Background: an optimization exercise with open tools, aiming at small area, a short achievable clock period and few clock cycles per item. Do not read the settings as production practice.
Only the layout flow was run in this run; the RTL was not checked for function there.
Power is estimated from default activity; no workload was simulated.

[flow/config.mk]
export PLATFORM = sky130hd
export DESIGN_NAME = ats_sensor_scan
export DESIGN_NICKNAME = ats_sensor_scan
export VERILOG_FILES = /design/flow/design.v
export SDC_FILE = /design/flow/constraint.sdc
export NUM_CORES = 4
export LEC_CHECK = 0
export CAP_MARGIN = 20
export CORE_MARGIN = 2
export CORE_UTILIZATION = 40
export SLEW_MARGIN = 20
[flow/constraint.sdc]
create_clock -name core_clock -period 17.0 [get_ports {clk}]
set_input_delay 3.4000 -clock core_clock [delete_from_list [all_inputs] [get_ports {clk}]]
set_output_delay 3.4000 -clock core_clock [all_outputs]
set_load 0.01 [all_outputs]
[flow/design.v]
module ats_sensor_scan (
    input  wire        clk,
    input  wire        rst,           
    input  wire        start,         
    input  wire [15:0] now,           
    input  wire [7:0]  max_temp,      
    input  wire [7:0]  dis_temp,      
    output reg         ready,
    output reg  [7:0]  adc_en,        
    input  wire [15:0] adc_raw,       
    output reg         done,          
    output wire [63:0] readings,      
    output reg  [7:0]  max_reading,
    output reg         overheat
);
    localparam [15:0] DC_THRESHOLD = 16'd1000;
    localparam [15:0] SC_THRESHOLD = 16'd64000;
    localparam [15:0] TIMEOUT      = 16'd100;     
    localparam [7:0] DISCONNECTED   = 8'h7F;
    localparam [7:0] SHORT_CIRCUIT  = 8'h80;
    localparam [7:0] OTHER_ERROR    = 8'h81;
    localparam [7:0] LIMIT_DISABLED = 8'h80;
    reg  [3:0] cnt;               
    reg        proc;              
    reg  [2:0] chan;              
    reg        fresh;
    wire accept = start & ready;
    reg  [3:0] cnt_n;
    always @(*) begin
        if (accept)               cnt_n = 4'd1;
        else if (cnt == 4'd11)    cnt_n = 4'd0;
        else if (cnt != 4'd0)     cnt_n = cnt + 4'd1;
        else                      cnt_n = 4'd0;
    end
    wire [2:0] chan_rd = chan + 3'd2;     
    reg [15:0] now_q;
    reg [7:0]  hi_q, lo_q;
    reg [15:0] raw_q;
    always @(posedge clk) begin
        raw_q <= adc_raw;
        if (accept) begin
            now_q <= now;
            hi_q  <= max_temp;
            lo_q  <= dis_temp;
        end
        if (rst) begin
            cnt    <= 4'd0;
            ready  <= 1'b1;
            adc_en <= 8'd0;
            proc   <= 1'b0;
            done   <= 1'b0;
            chan   <= 3'd0;
            fresh  <= 1'b1;
        end else begin
            cnt    <= cnt_n;
            ready  <= (cnt_n == 4'd0) | (cnt_n == 4'd11);
            adc_en <= (accept | (cnt != 4'd0 && cnt < 4'd8)) ? (8'd1 << chan_rd) : 8'd0;
            proc   <= (adc_en != 8'd0);
            done   <= (cnt == 4'd10);
            chan   <= chan + 3'd1;
            if (done) fresh <= 1'b0;
        end
    end
    reg [7:0]  rd [0:7];
    reg        r_pdc   [0:7];
    reg        r_psc   [0:7];
    reg [15:0] r_since [0:7];
    genvar gi;
    generate
        for (gi = 0; gi < 8; gi = gi + 1) begin : g_rd
            assign readings[8*gi +: 8] = rd[gi];
        end
    endgenerate
    wire [7:0]  rd_old  = fresh ? OTHER_ERROR : rd[chan];
    wire        pdc     = ~fresh & r_pdc[0];
    wire        psc     = ~fresh & r_psc[0];
    wire [15:0] since   = r_since[0];
    wire dc_cond = (raw_q < DC_THRESHOLD);
    wire sc_cond = (raw_q > SC_THRESHOLD);
    wire dc_lat  = (rd_old == DISCONNECTED);
    wire sc_lat  = (rd_old == SHORT_CIRCUIT);
    wire [15:0] elapsed = now_q - since;
    wire expired = (elapsed >= TIMEOUT);
    wire dc_lat_n  = dc_lat | (dc_cond & pdc & expired);
    wire sc_lat_n  = sc_lat | (sc_cond & psc & expired);
    wire pdc_n     = ~dc_lat_n & dc_cond;
    wire psc_n     = ~sc_lat_n & sc_cond;
    wire keep_since = (dc_cond & pdc) | (sc_cond & psc);
    wire [15:0] since_n = keep_since ? since : now_q;
    wire [15:0] cv_raw = raw_q;
    wire [16:0] c_gt;
    assign c_gt[0] = (cv_raw > 16'd63944);
    assign c_gt[1] = (cv_raw > 16'd62417);
    assign c_gt[2] = (cv_raw > 16'd59855);
    assign c_gt[3] = (cv_raw > 16'd55932);
    assign c_gt[4] = (cv_raw > 16'd50511);
    assign c_gt[5] = (cv_raw > 16'd43816);
    assign c_gt[6] = (cv_raw > 16'd36454);
    assign c_gt[7] = (cv_raw > 16'd29202);
    assign c_gt[8] = (cv_raw > 16'd22706);
    assign c_gt[9] = (cv_raw > 16'd17306);
    assign c_gt[10] = (cv_raw > 16'd13049);
    assign c_gt[11] = (cv_raw > 16'd9807);
    assign c_gt[12] = (cv_raw > 16'd7387);
    assign c_gt[13] = (cv_raw > 16'd5596);
    assign c_gt[14] = (cv_raw > 16'd4273);
    assign c_gt[15] = (cv_raw > 16'd3293);
    assign c_gt[16] = (cv_raw > 16'd2563);
    wire c_le2562 = (cv_raw < 16'd2563);
    wire [16:1] c_seg;
    assign c_seg[1] = c_gt[1] & ~c_gt[0];
    assign c_seg[2] = c_gt[2] & ~c_gt[1];
    assign c_seg[3] = c_gt[3] & ~c_gt[2];
    assign c_seg[4] = c_gt[4] & ~c_gt[3];
    assign c_seg[5] = c_gt[5] & ~c_gt[4];
    assign c_seg[6] = c_gt[6] & ~c_gt[5];
    assign c_seg[7] = c_gt[7] & ~c_gt[6];
    assign c_seg[8] = c_gt[8] & ~c_gt[7];
    assign c_seg[9] = c_gt[9] & ~c_gt[8];
    assign c_seg[10] = c_gt[10] & ~c_gt[9];
    assign c_seg[11] = c_gt[11] & ~c_gt[10];
    assign c_seg[12] = c_gt[12] & ~c_gt[11];
    assign c_seg[13] = c_gt[13] & ~c_gt[12];
    assign c_seg[14] = c_gt[14] & ~c_gt[13];
    assign c_seg[15] = c_gt[15] & ~c_gt[14];
    assign c_seg[16] = c_gt[16] & ~c_gt[15];
    reg [15:0] c_th1;
    reg [15:0] c_th2;
    reg [15:0] c_th3;
    reg [15:0] c_th4;
    reg [15:0] c_th5;
    reg [15:0] c_th6;
    reg [15:0] c_th7;
    reg [15:0] c_th8;
    reg [15:0] c_th9;
    always @(*) begin
        c_th1 = 16'd0;
        c_th2 = 16'd0;
        c_th3 = 16'd0;
        c_th4 = 16'd0;
        c_th5 = 16'd0;
        c_th6 = 16'd0;
        c_th7 = 16'd0;
        c_th8 = 16'd0;
        c_th9 = 16'd0;
        case (1'b1)
            c_seg[1]: begin c_th1 = 16'd63791; c_th2 = 16'd63638; c_th3 = 16'd63485; c_th4 = 16'd63333; c_th5 = 16'd63180; c_th6 = 16'd63027; c_th7 = 16'd62875; c_th8 = 16'd62722; c_th9 = 16'd62569; end
            c_seg[2]: begin c_th1 = 16'd62160; c_th2 = 16'd61904; c_th3 = 16'd61648; c_th4 = 16'd61392; c_th5 = 16'd61136; c_th6 = 16'd60879; c_th7 = 16'd60623; c_th8 = 16'd60367; c_th9 = 16'd60111; end
            c_seg[3]: begin c_th1 = 16'd59462; c_th2 = 16'd59070; c_th3 = 16'd58678; c_th4 = 16'd58285; c_th5 = 16'd57893; c_th6 = 16'd57501; c_th7 = 16'd57108; c_th8 = 16'd56716; c_th9 = 16'd56324; end
            c_seg[4]: begin c_th1 = 16'd55389; c_th2 = 16'd54847; c_th3 = 16'd54305; c_th4 = 16'd53763; c_th5 = 16'd53221; c_th6 = 16'd52679; c_th7 = 16'd52137; c_th8 = 16'd51595; c_th9 = 16'd51053; end
            c_seg[5]: begin c_th1 = 16'd49841; c_th2 = 16'd49172; c_th3 = 16'd48502; c_th4 = 16'd47833; c_th5 = 16'd47163; c_th6 = 16'd46494; c_th7 = 16'd45824; c_th8 = 16'd45155; c_th9 = 16'd44485; end
            c_seg[6]: begin c_th1 = 16'd43079; c_th2 = 16'd42343; c_th3 = 16'd41607; c_th4 = 16'd40871; c_th5 = 16'd40135; c_th6 = 16'd39398; c_th7 = 16'd38662; c_th8 = 16'd37926; c_th9 = 16'd37190; end
            c_seg[7]: begin c_th1 = 16'd35728; c_th2 = 16'd35003; c_th3 = 16'd34278; c_th4 = 16'd33553; c_th5 = 16'd32828; c_th6 = 16'd32102; c_th7 = 16'd31377; c_th8 = 16'd30652; c_th9 = 16'd29927; end
            c_seg[8]: begin c_th1 = 16'd28552; c_th2 = 16'd27902; c_th3 = 16'd27253; c_th4 = 16'd26603; c_th5 = 16'd25954; c_th6 = 16'd25304; c_th7 = 16'd24654; c_th8 = 16'd24005; c_th9 = 16'd23355; end
            c_seg[9]: begin c_th1 = 16'd22166; c_th2 = 16'd21626; c_th3 = 16'd21086; c_th4 = 16'd20546; c_th5 = 16'd20006; c_th6 = 16'd19466; c_th7 = 16'd18926; c_th8 = 16'd18386; c_th9 = 16'd17846; end
            c_seg[10]: begin c_th1 = 16'd16880; c_th2 = 16'd16454; c_th3 = 16'd16028; c_th4 = 16'd15603; c_th5 = 16'd15177; c_th6 = 16'd14751; c_th7 = 16'd14326; c_th8 = 16'd13900; c_th9 = 16'd13474; end
            c_seg[11]: begin c_th1 = 16'd12724; c_th2 = 16'd12400; c_th3 = 16'd12076; c_th4 = 16'd11752; c_th5 = 16'd11428; c_th6 = 16'd11103; c_th7 = 16'd10779; c_th8 = 16'd10455; c_th9 = 16'd10131; end
            c_seg[12]: begin c_th1 = 16'd9565; c_th2 = 16'd9323; c_th3 = 16'd9081; c_th4 = 16'd8839; c_th5 = 16'd8597; c_th6 = 16'd8355; c_th7 = 16'd8113; c_th8 = 16'd7871; c_th9 = 16'd7629; end
            c_seg[13]: begin c_th1 = 16'd7207; c_th2 = 16'd7028; c_th3 = 16'd6849; c_th4 = 16'd6670; c_th5 = 16'd6491; c_th6 = 16'd6312; c_th7 = 16'd6133; c_th8 = 16'd5954; c_th9 = 16'd5775; end
            c_seg[14]: begin c_th1 = 16'd5463; c_th2 = 16'd5331; c_th3 = 16'd5199; c_th4 = 16'd5066; c_th5 = 16'd4934; c_th6 = 16'd4802; c_th7 = 16'd4669; c_th8 = 16'd4537; c_th9 = 16'd4405; end
            c_seg[15]: begin c_th1 = 16'd4175; c_th2 = 16'd4077; c_th3 = 16'd3979; c_th4 = 16'd3881; c_th5 = 16'd3783; c_th6 = 16'd3685; c_th7 = 16'd3587; c_th8 = 16'd3489; c_th9 = 16'd3391; end
            c_seg[16]: begin c_th1 = 16'd3220; c_th2 = 16'd3147; c_th3 = 16'd3074; c_th4 = 16'd3001; c_th5 = 16'd2928; c_th6 = 16'd2855; c_th7 = 16'd2782; c_th8 = 16'd2709; c_th9 = 16'd2636; end
            default: ;
        endcase
    end
    wire [3:0] c_q = {3'd0, (cv_raw <= c_th1)} + {3'd0, (cv_raw <= c_th2)} + {3'd0, (cv_raw <= c_th3)} + {3'd0, (cv_raw <= c_th4)} + {3'd0, (cv_raw <= c_th5)} + {3'd0, (cv_raw <= c_th6)} + {3'd0, (cv_raw <= c_th7)} + {3'd0, (cv_raw <= c_th8)} + {3'd0, (cv_raw <= c_th9)};
    reg [7:0] c_base;
    always @(*) begin
        c_base = 8'd0;
        case (1'b1)
            c_seg[1]: c_base = 8'd216;
            c_seg[2]: c_base = 8'd226;
            c_seg[3]: c_base = 8'd236;
            c_seg[4]: c_base = 8'd246;
            c_seg[5]: c_base = 8'd0;
            c_seg[6]: c_base = 8'd10;
            c_seg[7]: c_base = 8'd20;
            c_seg[8]: c_base = 8'd30;
            c_seg[9]: c_base = 8'd40;
            c_seg[10]: c_base = 8'd50;
            c_seg[11]: c_base = 8'd60;
            c_seg[12]: c_base = 8'd70;
            c_seg[13]: c_base = 8'd80;
            c_seg[14]: c_base = 8'd90;
            c_seg[15]: c_base = 8'd100;
            c_seg[16]: c_base = 8'd110;
            default: ;
        endcase
    end
    wire [7:0] cv_out = c_gt[0]    ? 8'hD7 :
                        c_le2562   ? 8'h79 :
                        ~c_gt[16]  ? 8'h78 :
                        c_base + {4'd0, c_q};
    wire [7:0] r_new = dc_lat_n          ? DISCONNECTED :
                       sc_lat_n          ? SHORT_CIRCUIT :
                       (pdc_n | psc_n)   ? rd_old :
                                           cv_out;
    reg [7:0] r_q;
    integer i;
    always @(posedge clk) begin
        r_q <= r_new;
        for (i = 0; i < 8; i = i + 1)
            if (proc && chan == i[2:0])
                rd[i] <= r_new;
        for (i = 0; i < 7; i = i + 1) begin
            r_pdc[i]   <= r_pdc[i+1];
            r_psc[i]   <= r_psc[i+1];
            r_since[i] <= r_since[i+1];
        end
        if (proc) begin
            r_pdc[7]   <= pdc_n;
            r_psc[7]   <= psc_n;
            r_since[7] <= since_n;
        end else begin
            r_pdc[7]   <= r_pdc[0];
            r_psc[7]   <= r_psc[0];
            r_since[7] <= r_since[0];
        end
    end
    reg        g_pend;
    reg [15:0] g_since;
    wire rq_gt_m  = ($signed(r_q) > $signed(max_reading));
    wire hi_en    = (hi_q != LIMIT_DISABLED);
    wire lo_en    = (lo_q != LIMIT_DISABLED);
    wire raise_req = hi_en & (($signed(max_reading) > $signed(hi_q)) | ($signed(r_q) > $signed(hi_q)));
    wire lower_req = lo_en & (($signed(max_reading) < $signed(lo_q)) & ($signed(r_q) < $signed(lo_q)));
    wire [15:0] g_elapsed = now_q - g_since;
    wire g_expired = (g_elapsed >= TIMEOUT);
    always @(posedge clk) begin
        if (cnt == 4'd3 || rq_gt_m)
            max_reading <= r_q;
        if (rst) begin
            overheat <= 1'b0;
            g_pend   <= 1'b0;
        end else if (cnt == 4'd10) begin
            if (lower_req) begin
                overheat <= 1'b0;
                g_pend   <= 1'b0;
            end else if (raise_req) begin
                if (overheat) begin
                    g_pend <= 1'b0;
                end else if (g_pend && g_expired) begin
                    overheat <= 1'b1;
                    g_pend   <= 1'b0;
                end else if (!g_pend) begin
                    g_pend  <= 1'b1;
                    g_since <= now_q;
                end
            end
        end
    end
endmodule
[flow/run.sh]
#!/bin/bash
# synth_recipe.tcl (not shown) runs the flow's synth.tcl, then flattens the netlist and writes it again
# the make line also repeats each setting of config.mk as NAME=value (left out here)
make -C /OpenROAD-flow-scripts/flow DESIGN_CONFIG=/design/flow/config.mk WORK_HOME=/design/flow/orfs CLKGATE_MAP_FILE= SYNTH_SCRIPT=/design/flow/synth_recipe.tcl finish
==> notes.md <==
-- state kept, by name, summed over array words and instances (netlist names), 16 cells and up --
| register | count |
|---|---|
| r_since | 128 |
| g_since | 16 |
| raw_q | 16 |
| rd | 64 |
| now_q | 16 |
-- placed cells by master, fill, tap and decap left out, types with 7 or more instances in the layout --
cell	instances
a211oi_1	20
a21o_1	21
a21oi_1	80
a221oi_1	11
a22oi_1	13
a31oi_1	11
and2_1	23
and3_1	17
buf_4	37
clkbuf_16	36
clkdlybuf4s50_1	133
dfxtp_1	189
edfxtp_1	120
fa_1	7
ha_1	211
inv_1	91
mux2_2	8
nand2_1	128
nand2b_1	34
nand3_1	56
nand4_1	39
nor2_1	106
nor2b_1	37
nor3_1	90
nor4_1	43
o211ai_1	7
o21a_1	53
o21ai_0	89
o22ai_1	11
o31ai_1	7
or2_2	10
or3_1	21
or4_1	15
xnor2_1	8
xor2_1	8
-- cells in the mapped netlist, types with 11 or more instances --
cell type / count / share of area [%]
clkbuf_1: 32 / 0.69
a21o_1: 21 / 0.91
and3_1: 17 / 0.61
nor3_1: 91 / 2.6
nand4_1: 39 / 1.4
nand2_1: 128 / 2.8
o22ai_1: 11 / 0.40
buf_2: 20 / 0.58
nor4_1: 46 / 1.7
a221oi_1: 11 / 0.55
inv_1: 91 / 2.0
nor2b_1: 38 / 1.4
or4_1: 15 / 0.65
ha_1: 211 / 15
nand3_1: 56 / 1.6
nor2_1: 107 / 2.3
o21a_1: 53 / 2.3
and2_1: 24 / 0.86
a31oi_1: 11 / 0.40
or3_1: 21 / 0.76
edfxtp_1: 120 / 21
a211oi_1: 20 / 0.86
dfxtp_1: 189 / 22
a22oi_1: 13 / 0.56
a21oi_1: 80 / 2.3
nand2b_1: 34 / 1.2
o21ai_0: 89 / 2.6
-- per-stage QoR --
stage | std cells | hold slack, ps | power (uW)
after global routing | 2527 | 330 | 2920
after CTS | 2527 | 321 | 2770
after global placement | 2467 | 310 | 2020
final | 2528 | 316 | 2760
after floorplan | 1777 | 310 | 1690
after detailed placement | 2467 | 312 | 2040
-- where the power goes --
group | internal (uW) | total (uW) | switching [uW]
clock network | 414 | 716 | 302
logic | 365 | 940 | 575
registers | 1020 | 1100 | 79.4
total | 1800 | 2760 | 957
-- area by class of cell --
cell class | instances | area [um2]
Clock buffer | 48 | 997
Multi-Input combinational cell | 1311 | 9380
Sequential cell | 309 | 7390
Clock inverter | 12 | 85.1
Antenna cell | 1 | 2.50
Tap cell | 585 | 732
Fill cell | 4053 | 22400
Timing Repair Buffer | 170 | 1610
Inverter | 92 | 345
-- kinds of logic after synthesis --
family | Yosys count | share of synthesized area [%]
adders and majority gates | 218 | 16.0
xor gates and xnor gates | 16 | 0.805
buffers and inverters | 157 | 3.94
and+or+nand+nor | 661 | 20.1
DFF | 309 | 42.5
muxes | 12 | 0.777
AOI/OAI and AO/OA | 404 | 16.0
-- per-layer routing --
| metal | up-vias | wire, um | global-route usage, % |
|---|---|---|---|
| met1 | 7185 | 27800 | 37.2 |
| met2 | 695 | 27700 | 43.6 |
| li1 | 6922 | - | - |
| met5 | - | 0 | 0 |
| met3 | 155 | 4560 | 4.59 |
| met4 | 0 | 3120 | 13.3 |
-- how the worst min path moves through the flow --
stage	start	end	slack, ps	depth (start not counted)
4_1_cts	r_since[2][8]	r_since[1][8]	320	0
2_1_floorplan	r_pdc[1]	r_pdc[0]	310	0
3_5_place_dp	r_since[1][6]	r_since[0][6]	310	0
6_report	r_since[4][9]	r_since[3][9]	320	0
3_3_place_gp	r_since[2][7]	r_since[1][7]	310	0
5_1_grt	r_since[5][6]	r_since[4][6]	330	0
==> flow_summary.toml <==
[synth]
synthArstFlopShare_pct = 0
synth.net_count = 2046
synth_edf_count = 120
yosys_register_bits = 309
netlist_instances = 1777
netlist_area_um2 = 17400
avgSynthCellArea_um2 = 9.79
seq_area_frac_synth_pct = 42.5
ys.flop_type = "dfxtp_1"
yosysWarnings = 5
post_synth_num_cell_types = 95

[clock_tree]
cts_made_buffers = 34
cts_tree = "done"
ctsHoldBuffers = 0
cts_setup_buffers = 0
postCtsResizedCells = 0
insertion_delay_ps = 540
htreeDepth = 2
root_buffer = "clkbuf_16"
clkSinkCount = 309
cts.clk_slew.worst_paths_ps = 70
cts_buffer_depth = 3

[critical_path]
cp-end-kind = "register"
cp_slowest_cell = "dfxtp_1"
cp.required_ps = 17170
path_max_fanout = 26
critPathKind = "reg2reg"
crit_end = "rd[6][5]"
worstReg2RegStart = "raw_q[8]"
r2r_setup_slack_ps = 7500
crit_buf_inv = 2
ff2ff_path_depth = 29
crit_arrival_ps = 9680
worst_setup_path_start_kind = "register"
cp.depth = 29
rr_endpoint = "rd[6][5]"
crit_start = "raw_q[8]"
critPathMostFrequentCell = "o21a_1"
critPathMaxStageDelay_ps = 1080
path_delay_family = "compound AO/OA/AOI/OAI gates"

[floorplanning]
core_area_um2 = 43000
die_h_um = 213
rows = 76
die-area_um2 = 45200
io_pins = 134
fp.dieW_um = 213
initial_core_util_pct = 40.5

[drt]
avgRoutedWirePerCell_um = 25.0
route.detailed.drc = 0
dr.pass1.iters = 6
routed_wl_um = 63200
final_antenna_net_count = 0
viasPerCell = 5.92
drt_iter0_drc = 1362
dr_total_vias = 14957

[sta]
finalCritPeriodShare_pct = 55.9
hold_violations = 0
slew_viol_final = 0
final.setup.tns_ps = 0
fin_ws_ps = 7500
finalCriticalPeriod_ps = 9500
slew_headroom_pct = 23.0
fmax_mhz = 105
rsz0062_at_grt = "false"
clock_skew_ps = 29.5
setup_viol = 0
tightest_slew_ps = 1150

[status]
status = "no timing/DRC/antenna violations"

[finish]
postLayoutCoreUtil_pct = 47.8
synthToLayoutAreaGrowth_pct = 18.0
final_nets = 2187
drive_above_1_share_pct = 7.98
post-route-cell-area_um2 = 20500

[placement]
place_ws_ps = 7790
postPlaceCellArea_um2 = 19500
place_congestion = 1.03
io_buffers = 133
place_hpwl_um = 47200

[pwr]
peakVddDrop_mv = 0.0919
powerDensity_nw_per_um2 = 134
p_leak_uw = 0.00856

[worst_hold_path]
min_path_type = "reg2reg"

[global_routing]
grt_pass1_wl_um = 93100
grt_usage_pct = 27.8
antenna_found_initial = 4
grt_pass1_vias = 14509
overflow = 0
grt_max_degree = 38

[flow_run]
maxCapViolations = 0

what the ideal ports hide:
In the flow no input, the clock included, has a driving cell. The finished layout below was timed again as built, in two steps. Step 1, drivers: a clkbuf_16 drives clk and a buf_2 each remaining input, both assumed. Step 2 also shifts input and output timing later by t, the mid clock arrival at the registers, as if the neighbouring blocks saw the same clock. Slacks: ideal / step 1 / step 2; pairs: ideal / step 1.
t (ns): 0.585
setup WS [ns]: 7.498 / 7.498 / 7.498
worst setup path after step 2: register to register
latest minus earliest clock arrival (ns): 0.032 / 0.032
worst data-port slew with drivers (ns): 0.04
After both steps setup and hold are still met in this run. For this run, drivers alone change the setup slack by 0.000 ns; drivers and shift together by 0.000 ns.
